Background: an optimization exercise with open tools, aiming at small area. Do not read the settings as production practice. Only simulation tests tie the RTL to the original design; equivalence was not proved. Power figures rest on the tool's default switching activity, not on a simulated workload.

## job 101
## weird64
module weird64 (
    input  wire        clk,
    input  wire        rst,
    input  wire        bus_valid,
    input  wire        bus_write,
    input  wire [7:0]  bus_addr,
    input  wire [2:0]  bus_size,
    input  wire [31:0] bus_wdata,
    output reg  [31:0] bus_rdata,
    output wire        bus_err,
    output wire        irq
);
==> flow/config.mk <==
export PLATFORM = sky130hd
export DESIGN_NAME = weird64
export DESIGN_NICKNAME = weird64
export VERILOG_FILES = /design/flow/design.v
export SDC_FILE = /design/flow/constraint.sdc
export NUM_CORES = 4
export LEC_CHECK = 0
export CAP_MARGIN = 20
export CORE_MARGIN = 2
export CORE_UTILIZATION = 50
export SLEW_MARGIN = 20
export SYNTH_HIERARCHICAL = 1
==> flow/constraint.sdc <==
create_clock -name core_clock -period 15.0 [get_ports {clk}]
set_input_delay 3.0000 -clock core_clock [delete_from_list [all_inputs] [get_ports {clk}]]
set_output_delay 3.0000 -clock core_clock [all_outputs]
set_load 0.01 [all_outputs]
standard.sh (not shown) runs the stock make flow with config.mk's settings and CLKGATE_MAP_FILE= SYNTH_SCRIPT=/design/flow/synth_recipe.tcl, a recipe that flattens the netlist after the stock synthesis.
==> flow/flow/run.sh <==
#!/bin/bash
# The standard layout (standard.sh: the standard flow's synthesis, floorplan, placement,
# CTS, routing), with two changes passed to the ORFS scripts:
# - the port buffers are the smallest buffer cell (buf_1) rather than the one
#   buffer_ports picks by default;
# - CTS inserts no dummy loads and uses clkbuf_8 buffers.
# The whole make output goes to flow_make.log in this folder; each ORFS step
# also keeps its own log under orfs/logs/.
set -euo pipefail
export BUFFER_PORTS_ARGS="-buffer_cell sky130_fd_sc_hd__buf_1"
export CTS_ARGS="-sink_clustering_enable -repair_clock_nets -dont_use_dummy_load -buf_list sky130_fd_sc_hd__clkbuf_8 -sink_clustering_size 14 -sink_clustering_max_diameter 50"
bash standard.sh > flow_make.log 2>&1
Inputs modified between job 101 and job 102:
Settings: setting CTS_CLUSTER_DIAMETER to 60 for the first time; setting CTS_BUF_LIST to sky130_fd_sc_hd__clkbuf_16 for the first time; setting CTS_CLUSTER_SIZE to 24 for the first time.
==> flow/run.sh (new file) <==
#!/bin/bash
# synth_recipe.tcl (not shown) runs the flow's synth.tcl, then flattens the netlist and writes it again
# the make line also repeats each setting of config.mk as NAME=value (left out here)
make -C /OpenROAD-flow-scripts/flow DESIGN_CONFIG=/design/flow/config.mk WORK_HOME=/design/flow/orfs CLKGATE_MAP_FILE= SYNTH_SCRIPT=/design/flow/synth_recipe.tcl finish
removed: flow/flow/run.sh
removed: flow/standard.sh
[summary]
Job 102 finished every step from synthesis to the final layout, and the layout passed the timing, DRC and antenna checks. Compared with job 101, in job 102 power grew by 0.00091 W, share of the clock period used by the worst path shrank by 1.7 points, final design instance area without fill grew by 4.0%, sum of routed wire length over all layers grew by 3.0 mm. ~same remaining global-route overflow in job 102 and job 101.
Input-level comparison between job 103 and job 102:
Settings: changing CTS_CLUSTER_SIZE from 24 to 14; changing CTS_BUF_LIST from sky130_fd_sc_hd__clkbuf_16 to sky130_fd_sc_hd__clkbuf_8; changing CTS_CLUSTER_DIAMETER from 60 to 50.
--- outcome ---
- Internal reg-to-reg setup slack for job 103: 0.13 ns down relative to job 102
- The fraction of standard cell area in multi-input logic reported for job 103 is greater than that of job 102 by 0.35 points.
- Diff job 102..job 103 | number of sinks handled by clock tree synthesis | negligible
- Re mux share of post-synthesis cell area: no difference whatsoever between job 102 and job 103.
- Job 103 vs. job 102: cell depth of the worst flop-to-flop path went up 3; post-route fraction of the period consumed by the critical path went down 0.24 points; TritonCTS buffer count went up about 36%; footprint of the multi-input gates held; depth of the worst hold-timing path held.
- Summary of job 103 over job 102: worst setup slack went up 0.035 ns; antenna diode instance count went up 9.


run A:
Another version of the RTL of weird64 (not shown whole).
For scale: roughly 1100 flip-flops, ~81 I/O pins.
export LEC_CHECK = 0
export CAP_MARGIN = 20
export CELL_PAD_IN_SITES_DETAIL_PLACEMENT = 1
export CELL_PAD_IN_SITES_GLOBAL_PLACEMENT = 1
export CORE_MARGIN = 2
export CORE_UTILIZATION = 40
export SLEW_MARGIN = 20
export SYNTH_HIERARCHICAL = 1
create_clock -name core_clock -period 15.0 [get_ports {clk}]
==> flow/flow/run.sh <==
#!/bin/bash
# The standard layout (standard.sh: the standard flow's synthesis, floorplan, placement,
# CTS, routing), with two changes passed to the ORFS scripts:
# - the port buffers are the smallest buffer cell (buf_1) rather than the one
#   buffer_ports picks by default;
# - CTS inserts no dummy loads and uses clkbuf_16 buffers, up to 28 sinks per cluster.
# The whole make output goes to flow_make.log in this folder; each ORFS step
# also keeps its own log under orfs/logs/.
set -euo pipefail
export BUFFER_PORTS_ARGS="-buffer_cell sky130_fd_sc_hd__buf_1"
export CTS_ARGS="-sink_clustering_enable -repair_clock_nets -dont_use_dummy_load -buf_list sky130_fd_sc_hd__clkbuf_16 -sink_clustering_size 28 -sink_clustering_max_diameter 90"
bash standard.sh > flow_make.log 2>&1
Run A went all the way through the flow, and no timing, DRC or antenna check failed.
Changes in run B relative to run A:
- setting PLACE_DENSITY to 0.8 for the first time
--- a/flow/flow/run.sh
+++ b/flow/flow/run.sh
@@ -9,4 +9,4 @@
 set -euo pipefail
 export BUFFER_PORTS_ARGS="-buffer_cell sky130_fd_sc_hd__buf_1"
-export CTS_ARGS="-sink_clustering_enable -repair_clock_nets -dont_use_dummy_load -buf_list sky130_fd_sc_hd__clkbuf_16 -sink_clustering_size 28 -sink_clustering_max_diameter 90"
+export CTS_ARGS="-sink_clustering_enable -repair_clock_nets -dont_use_dummy_load -buf_list sky130_fd_sc_hd__clkbuf_16 -sink_clustering_size 24 -sink_clustering_max_diameter 80"
 bash standard.sh > flow_make.log 2>&1
[summary]
Run B -> run A: synthesized cell count flat
Summary of run B over run A: total clock buffers created by CTS went up by 7.8%, number of fill cells in the layout went up by about 1.3%, delay contributed by the slowest stage of the critical path went down by 0.26 ns, combinational group share of total power went down by 0.3 points, wire length on met1 went down by about 22%.
Of the two values seen for capturing element of the worst setup path, bus_rdata[18] was produced by run A and bus_rdata[12] by run B.
The power on run B is in line with that on run A.
The higher clock period minus final worst setup slack came out of run A.
Clock skew: run B better than run A
Looking only at critical path depth, and setting everything else aside, the lower value of run A and run B goes to run A.
Edits applied to the flow inputs when going from run B to run C:
--- a/flow/flow/run.sh
+++ b/flow/flow/run.sh
@@ -4,5 +4,5 @@
 # - the port buffers are the smallest buffer cell (buf_1) rather than the one
 #   buffer_ports picks by default;
-# - CTS inserts no dummy loads and uses clkbuf_16 buffers, up to 28 sinks per cluster.
+# - CTS inserts no dummy loads and uses clkbuf_16 buffers, up to 24 sinks per cluster.
 # The whole make output goes to flow_make.log in this folder; each ORFS step
 # also keeps its own log under orfs/logs/.
Results
| final net count | run B vs run C | ≈ equal |
Via count: run B vs run C — no meaningful difference
As far as worst slack after detailed placement goes, run C and run B are indistinguishable; the numbers are identical.
Taking run B as the reference, in run C area of the core now sits at about the same level; gate count of the mapped netlist neither gained nor lost much; power density relative to cell area did not really move.
Inputs modified between run C and run D:
- PLACE_DENSITY changed from 0.8 to 0.85
[summary]
Relative area change from synthesis to final layout essentially unchanged between run C and run D.
Relative to run C, slew at the pin closest to its max-slew limit has increased by 0.10 ns in run D.
On power spent charging and discharging nets, run D tracks run C almost exactly.
The run with more setup slack is run D; run C has less.
There was hardly any difference in combinational share of power between run D and run C.
As far as critical path depth goes, run D and run C are indistinguishable; the numbers are identical.
The higher wire length on met1 came out of run C.
Between run C and run D, the clock buffer and inverter area fraction after layout figures differ only marginally.

-- separate check: timing with driven ports --
How much do the figures lean on ideal ports? The routed layouts below were timed once more, with nothing changed but the port constraints. Step 1 (the two cells are an assumption about what drives the block):
set clk [get_ports {clk}]
set_driving_cell -lib_cell sky130_fd_sc_hd__clkbuf_16 $clk
set_driving_cell -lib_cell sky130_fd_sc_hd__buf_2 [delete_from_list [all_inputs] $clk]
Step 2 also shifts input and output timing later by t, the mid clock arrival at the registers, as if the neighbouring blocks saw the same clock. Slacks: ideal ports / drivers / drivers and shift; pairs: ideal ports / drivers.
run	shift t [ns]	setup slack, ns	slew at the worst register clock pin (ns)
job 101	0.867	3.159 / 3.138 / 3.138	0.10 / 0.10
job 102	0.758	3.418 / 3.396 / 3.396	0.10 / 0.10
job 103	0.885	3.453 / 3.431 / 3.431	0.10 / 0.10
run A	0.749	3.880 / 3.858 / 3.858	0.12 / 0.12
run B	0.734	3.900 / 3.827 / 3.827	0.10 / 0.10
run C	0.734	3.900 / 3.827 / 3.827	0.10 / 0.10
run D	0.722	3.922 / 3.843 / 3.843	0.10 / 0.10
After both steps setup and hold are still met in every run listed. The setup slack of run D, which loses most, moves by -0.079 ns with the drivers and by -0.079 ns with both steps.
